From an optimization exercise on the open Yosys and OpenROAD flow, aimed at small area, a short achievable clock period and few clock cycles per item; shortcuts taken in it are not production practice.
Only simulation tests tie the RTL to the original design; equivalence was not proved.

## v6
## ina3221_rcu
module ina3221_rcu #(
    parameter [6:0] DEV_ADDR = 7'h40
) (
    input  wire        clk,
    input  wire        rst,
    input  wire        cmd_valid,
    output wire        cmd_ready,
    input  wire [47:0] cmd,
    output wire        rsp_valid,
    input  wire        rsp_ready,
    output wire [79:0] rsp,
    output wire        tr_req_valid,
    output wire        tr_req_write,
    output wire [6:0]  tr_req_dev,
    output wire [7:0]  tr_req_reg,
    output wire [15:0] tr_req_wdata,
    input  wire        tr_ans_valid,
    input  wire        tr_ans_ok,
    input  wire [15:0] tr_ans_rdata,
    input  wire [7:0]  tr_ans_err,
    input  wire        pin_pv,
    input  wire        pin_crit,
    input  wire        pin_warn,
    input  wire        pin_tc,
    input  wire [15:0] shunt_r_mohm,
    output wire        inited_o,
    output wire [15:0] cfg_cache_o
);
==> flow/config.mk <==
export PLATFORM = sky130hd
export DESIGN_NAME = ina3221_rcu
export DESIGN_NICKNAME = ina3221_rcu
export VERILOG_FILES = /design/flow/design.v
export SDC_FILE = /design/flow/constraint.sdc
export NUM_CORES = 4
export LEC_CHECK = 0
export ABC_AREA = 1
export CAP_MARGIN = 20
export CORE_MARGIN = 2
export CORE_UTILIZATION = 40
export PLACE_DENSITY = 0.6
export SETUP_SLACK_MARGIN = 5
export SLEW_MARGIN = 20
==> flow/constraint.sdc <==
create_clock -name core_clock -period 9.0 [get_ports {clk}]
set_input_delay 1.8000 -clock core_clock [delete_from_list [all_inputs] [get_ports {clk}]]
set_output_delay 1.8000 -clock core_clock [all_outputs]
set_load 0.01 [all_outputs]
run.sh (not shown) runs the stock make flow with config.mk's settings and CLKGATE_MAP_FILE= SYNTH_SCRIPT=/design/flow/synth_recipe.tcl, a recipe that flattens the netlist after the stock synthesis.
Testbench counts of v6, summed over its fixed seeds: cycles 30,378, ops 3,200.
The inputs of v7 differ from those of v6 as listed below.
-- flow/design.v --
<<< v6, line 122
    reg [4:0]  cnt;
    reg        neg;
    reg [15:0] rsh, rn;
    reg [3:0]  rz;
    reg        q_curr, q_x5, q_set40, q_sum, q_cfgl, q_cfgw, q_iset;
    reg [1:0]  q_kind;
    reg [3:0]  q_fbit;
    reg [15:0] nz_v;
    reg [3:0]  nz_z;
    always @(*) begin
        nz_v = rsh;
        nz_z[3] = (nz_v[15:8] == 8'd0); if (nz_z[3]) nz_v = {nz_v[7:0], 8'd0};
        nz_z[2] = (nz_v[15:12] == 4'd0); if (nz_z[2]) nz_v = {nz_v[11:0], 4'd0};
        nz_z[1] = (nz_v[15:14] == 2'd0); if (nz_z[1]) nz_v = {nz_v[13:0], 2'd0};
        nz_z[0] = ~nz_v[15];             if (nz_z[0]) nz_v = {nz_v[14:0], 1'b0};
    end
    wire [15:0] a_L    = {tr_ans_rdata[7:0], tr_ans_rdata[15:8]};
    wire [27:0] a_s16  = {{12{a_L[15]}}, a_L};
>>> v7, line 122
    reg [4:0]  cnt;
    reg        neg;
    reg [15:0] rn;
    reg [3:0]  rz;
    reg        q_curr, q_x5, q_set40, q_sum, q_cfgl, q_cfgw, q_iset;
    reg [1:0]  q_kind;
    reg [3:0]  q_fbit;
    wire [15:0] a_L    = {tr_ans_rdata[7:0], tr_ans_rdata[15:8]};
    wire [27:0] a_s16  = {{12{a_L[15]}}, a_L};
<<< v6, line 147
    end
    wire [25:0] x5 = {acc[23:0], 2'b00} + acc[25:0];
    wire [16:0] d_sh = {rem, acc[27]};
    wire [17:0] d_df = {1'b0, d_sh} - {2'b00, rn};
    wire        d_ge = ~d_df[17];
    wire [15:0] d_r  = d_ge ? d_df[15:0] : d_sh[15:0];
    reg [2:0]  s5_r;
    reg [6:0]  s5_q;
>>> v7, line 138
    end
    wire [25:0] x5 = {acc[23:0], 2'b00} + acc[25:0];
    wire [16:0] d1_sh = {rem, acc[27]};
    wire [17:0] d1_df = {1'b0, d1_sh} - {2'b00, rn};
    wire        d1_ge = ~d1_df[17];
    wire [15:0] d1_r  = d1_ge ? d1_df[15:0] : d1_sh[15:0];
    wire [16:0] d2_sh = {d1_r, acc[26]};
    wire [17:0] d2_df = {1'b0, d2_sh} - {2'b00, rn};
    wire        d2_ge = ~d2_df[17];
    wire [15:0] d2_r  = d2_ge ? d2_df[15:0] : d2_sh[15:0];
    reg [2:0]  s5_r;
    reg [6:0]  s5_q;
<<< v6, line 171
    wire [15:0] fx_w   = q_sum ? {fx_t[14:0], 1'b0} : {fx_t[12:0], 3'b000};
    always @(posedge clk) begin
        rsh <= shunt_r_mohm;
        rn  <= nz_v;
        rz  <= nz_z;
        if (rst) begin
            s_idle <= 1'b1; s_xfer <= 1'b0; s_resp <= 1'b0; s_x5 <= 1'b0;
>>> v7, line 166
    wire [15:0] fx_w   = q_sum ? {fx_t[14:0], 1'b0} : {fx_t[12:0], 3'b000};
    always @(posedge clk) begin
        if (s_idle && cmd_valid) begin
            rn <= shunt_r_mohm;
            rz <= 4'd0;
        end else if (rn[15:8] == 8'd0) begin
            rn <= {rn[7:0], 8'd0};
            rz <= rz + 4'd8;
        end else if (rn[15:12] == 4'd0) begin
            rn <= {rn[11:0], 4'd0};
            rz <= rz + 4'd4;
        end else if (!rn[15]) begin
            rn <= {rn[14:0], 1'b0};
            rz <= rz + 4'd1;
        end
        if (rst) begin
            s_idle <= 1'b1; s_xfer <= 1'b0; s_resp <= 1'b0; s_x5 <= 1'b0;
<<< v6, line 261
            end
            if (s_abs) begin
                rem   <= {1'b0, fx_t[24:10]};
                acc   <= {fx_t[9:0], 18'd0};
                cnt   <= {1'b0, rz} + 5'd13;
                s_abs <= 1'b0;
                s_div <= 1'b1;
            end
            if (s_div) begin
                rem <= d_r;
                acc <= {acc[26:0], d_ge};
                cnt <= cnt - 5'd1;
                if (cnt == 5'd1) begin s_div <= 1'b0; s_neg <= 1'b1; end
            end
            if (s_neg) begin
>>> v7, line 266
            end
            if (s_abs) begin
                if (rz[0]) begin
                    rem <= {1'b0, fx_t[24:10]};
                    acc <= {fx_t[9:0], 18'd0};
                end else begin
                    rem <= {2'b00, fx_t[24:11]};
                    acc <= {fx_t[10:0], 17'd0};
                end
                cnt   <= 5'd0;
                s_abs <= 1'b0;
                s_div <= 1'b1;
            end
            if (s_div) begin
                rem <= d2_r;
                acc <= {acc[25:0], d1_ge, d2_ge};
                cnt <= cnt + 5'd1;
                if (cnt[3:0] == {1'b0, rz[3:1]} + 4'd6) begin s_div <= 1'b0; s_neg <= 1'b1; end
            end
            if (s_neg) begin
[summary]
- Higher synthesized-area fraction occupied by ao, oa, aoi and oai cells goes to v7 over v6.
- Going from v6 to v7, final area grew by more than 10%.
- Taking v6 as the reference point, the number of diodes added for antenna fixing of v7 rises by 2.
- [v7 vs v6] final critical delay including setup and external delays: higher in v7
- v7 ended up with rn[6] as its critical path launch point; v6 ended up with cmd[44].
- Sort v7 and v6 by clock buffer count, ascending, and v7 comes first.
Testbench counts of v7, summed over its fixed seeds: cycles 24,742, ops 3,200.

[static timing again, ports no longer ideal]
In the flow no input, the clock included, has a driving cell. The finished layouts below were timed again as built, in two steps.
Step 1 (the two cells are an assumption about what drives the block):
set clk [get_ports {clk}]
set_driving_cell -lib_cell sky130_fd_sc_hd__clkbuf_16 $clk
set_driving_cell -lib_cell sky130_fd_sc_hd__buf_2 [delete_from_list [all_inputs] $clk]
Step 2 also shifts input and output timing later by t, the mid clock arrival at the registers, as if the neighbouring blocks saw the same clock.
Slacks: no drivers / after step 1 / after step 2; pairs: no drivers / after step 1.
run	shift t [ns]	slack for setup (ns)	worst setup path at the end	latest minus earliest clock arrival (ns)
v6	0.514	4.955 / 4.928 / 4.415	input to register	0.019 / 0.019
v7	0.499	4.308 / 4.308 / 4.308	register to register	0.014 / 0.014
After both steps every run listed still meets setup and hold. For v6, which loses most, drivers alone change the setup slack by -0.027 ns; drivers and shift together by -0.540 ns.
